Context: an optimization exercise on an open-source flow, tuned for small area. The choices shown serve that exercise and are no tape-out recipe.
Function was checked by simulation only, so behaviour that the tests miss may differ from the original.
Power and IR drop assume default switching activity.

// edgetimer
module edgetimer #(
    parameter integer THRESH_DHT   = 40,
    parameter integer THRESH_IR    = 100,
    parameter integer T_START_LOW  = 200,
    parameter integer T_START_HIGH = 30
) (
    input  wire        clk,
    input  wire        rst,
    input  wire        cmd_valid,
    output wire        cmd_ready,
    input  wire [15:0] cmd,
    input  wire [7:0]  din_a,
    input  wire [7:0]  din_b,
    output reg         rsp_valid,
    output reg  [7:0]  rsp_data,
    output reg         rsp_flag,
    output reg  [1:0]  rsp_status,
    output reg         rsp_ill,
    input  wire        dht_in,
    output reg         dht_out,
    output reg         dht_oe,
    input  wire        ir_in
);
    reg  [7:0]  cnt;
    reg  [7:0]  limit;
    reg  [39:0] frame;
    reg  [5:0]  len;             
    reg  [5:0]  rem;             
    reg         busy;
    reg         meas;            
    reg         sel;             
    reg         ir_start;        
    reg         ir_offset;
    reg         ir_unread;
    reg         dht_valid;
    reg         dht_ck;          
    reg  [7:0]  dht_hum;
    reg  [7:0]  dht_temp;
    reg  [7:0]  ir_addr;
    reg  [7:0]  ir_cmd;
    wire [3:0] unit = cmd[15:12];
    wire [3:0] func = cmd[11:8];
    wire [7:0] imm  = cmd[7:0];
    wire imm_z  = (imm == 8'd0);
    wire imm_z6 = (imm[7:6] == 2'd0);
    wire c_cnt_reset = (unit == 4'd0) && (func == 4'd0) && imm_z;
    wire c_cnt_arm   = (unit == 4'd0) && (func == 4'd1) && imm_z;
    wire c_cnt_exp   = (unit == 4'd0) && (func == 4'd2) && imm_z;
    wire c_cnt_ticks = (unit == 4'd0) && (func == 4'd3) && imm_z;
    wire c_et_arm    = (unit == 4'd1) && (func == 4'd0) && imm_z;
  ...
==> flow/config.mk <==
export PLATFORM = sky130hd
export DESIGN_NAME = edgetimer
export DESIGN_NICKNAME = edgetimer
export VERILOG_FILES = /design/flow/design.v
export SDC_FILE = /design/flow/constraint.sdc
export NUM_CORES = 4
export LEC_CHECK = 0
export CAP_MARGIN = 20
export CORE_MARGIN = 2
export CORE_UTILIZATION = 50
export GPL_TIMING_DRIVEN = 0
export SLEW_MARGIN = 20
==> flow/constraint.sdc <==
create_clock -name core_clock -period 15.0 [get_ports {clk}]
set_input_delay 3.0000 -clock core_clock [delete_from_list [all_inputs] [get_ports {clk}]]
set_output_delay 3.0000 -clock core_clock [all_outputs]
set_load 0.01 [all_outputs]
standard.sh (not shown) runs the stock make flow with config.mk's settings and CLKGATE_MAP_FILE= SYNTH_SCRIPT=/design/flow/synth_recipe.tcl, a recipe that flattens the netlist after the stock synthesis.
==> flow/flow/run.sh <==
#!/bin/bash
# Own layout flow: the standard synthesis, then a stronger area-oriented ABC
# re-mapping of the combinational logic only (every register instance is kept
# as the standard synthesis made it), then the standard layout steps with
# small port buffers and a clock tree of mid-size buffers.
set -euo pipefail
HERE=$PWD
R=$HERE/orfs/results/sky130hd/edgetimer/base
export BUFFER_PORTS_ARGS="-buffer_cell sky130_fd_sc_hd__buf_1"
export CTS_ARGS="-sink_clustering_enable -repair_clock_nets -buf_list sky130_fd_sc_hd__clkbuf_8 -dont_use_dummy_load"

# 1. standard synthesis (the standard flow's own script)
bash standard.sh synth > $HERE/synth_std.log 2>&1
cp $R/1_2_yosys.v $HERE/std_synth.v

# 2. re-map the combinational logic
REMAP_IN=$HERE/std_synth.v REMAP_OUT=$HERE/remapped.v REMAP_ABC=$HERE/flow/deep.abc \
REMAP_DONTUSE=$HERE/flow/dont_use.txt \
  yosys -c $HERE/flow/remap.tcl > $HERE/remap.log 2>&1
cp $HERE/remapped.v $R/1_2_yosys.v
touch $R/1_2_yosys.v

# 3. the rest of the standard flow (1_synth.odb is rebuilt from the new netlist)
bash standard.sh finish > $HERE/layout.log 2>&1
Other scripts of this flow, unchanged in this note and not shown: flow/flow/deep.abc, flow/flow/dont_use.txt, flow/flow/remap.tcl
The starting point passed the timing, design-rule and antenna checks.
Then changed:
--- a/flow/design.v
+++ b/flow/design.v
@@ -133,35 +133,30 @@
         end
         rsp_ill = !busy && (!c_any ||
                             (c_fa_clear && !clear_ok) ||
                             (c_fa_push && !push_ok) ||
                             (c_fa_pack && !pack_ok) ||
                             (c_ir_wait && !ir_start));
-        rsp_data = 8'd0;
-        if (busy) begin
-            if (meas) rsp_data = cnt;
-        end else begin
-            if (c_cnt_ticks || c_et_count || c_et_meas) rsp_data = cnt;
-            if (c_cnt_exp)  rsp_data = {7'd0, expired};
-            if (c_classify) rsp_data = {7'd0, (din_a > din_b)};
-            if (c_fa_pack && pack_ok) rsp_data = win;
-            if (c_dht_temp && dht_valid) rsp_data = dht_temp;
-            if (c_dht_hum && dht_valid)  rsp_data = dht_hum;
-            if (c_ir_avail) rsp_data = {7'd0, ir_start};
-            if (c_ir_rcmd && ir_offset)  rsp_data = ir_cmd;
-            if (c_ir_raddr && ir_offset) rsp_data = ir_addr;
-        end
+        rsp_data = ({8{busy ? meas : (c_cnt_ticks || c_et_count || c_et_meas)}} & cnt)
+                 | ({8{!busy && c_fa_pack && pack_ok}} & win)
+                 | ({8{!busy && c_dht_temp && dht_valid}} & dht_temp)
+                 | ({8{!busy && c_dht_hum && dht_valid}} & dht_hum)
+                 | ({8{!busy && c_ir_rcmd && ir_offset}} & ir_cmd)
+                 | ({8{!busy && c_ir_raddr && ir_offset}} & ir_addr)
+                 | {7'd0, !busy && ((c_cnt_exp && expired) ||
+                                    (c_classify && (din_a > din_b)) ||
+                                    (c_ir_avail && ir_start))};
     end
     wire a_dht   = acc && c_dht_acq;
     wire a_ir    = acc && ir_go;
     wire st_low  = dstart && !dht_out && expired;
     wire st_high = dstart && dht_out && expired;
     wire restart = mend && !last;                 
     wire zero    = (acc && (c_cnt_reset || c_et_arm || c_dht_acq || ir_go)) ||
                    st_low || st_high || restart;
-    wire set255  = (acc && (c_et_arm || ir_go)) || st_high || restart;
+    wire set255  = (acc && (c_et_arm || ir_go)) || st_high;    
     wire one     = !(acc && c_cnt_reset) || (limit != 8'd0);
     wire shift   = (acc && c_fa_push && push_ok) || hi_end || x_shift;
     wire sbit    = busy ? ebit : imm[0];
     always @(posedge clk) begin
         if (shift)
             frame <= {frame[38:0], sbit};
Effect: Sequential power stays flat. Critical path depth goes down by 4. Global-route usage goes down by 0.47 points. Routed wire length goes down by 2.8%. Area after synthesis goes down by 1.8%. Sequential share of layout area goes up by 0.77 points. Final cell count goes down by 1.8%. Core utilization goes down by 0.16 points. Maximum frequency goes up by 2.3%. Setup slack improved by 0.26 ns. Count of clock-buffer cells in the layout does not change. Design area goes down by 1.6%. Hold slack improved by 0.013 ns.

## static timing again, ports no longer ideal
Ports are ideal in the flow. The routed layouts listed here were re-timed in OpenROAD.
Step 1: set_driving_cell puts a clkbuf_16 on clk and a buf_2 on each other input, an assumption about the parent block.
Step 2, shift: input delay + t, output delay - t, t = (earliest + latest rising clock arrival at the registers) / 2. This alone moves slack from input paths to output paths.
Slacks: no drivers / after step 1 / after step 2; pairs: no drivers / after step 1.
| run | t, ns | slack for setup (ns) | worst data-port slew with drivers (ns) | pins driven straight from the clock port |
|---|---|---|---|---|
| the first run | 0.416 | 3.559 / 3.539 / 3.539 | 0.04 | 1 |
| the second run | 0.421 | 3.814 / 3.796 / 3.796 | 0.03 | 1 |
After both steps setup and hold are still met in every run listed. The setup slack of the first run, which loses most, moves by -0.020 ns with the drivers and by -0.020 ns with both steps.
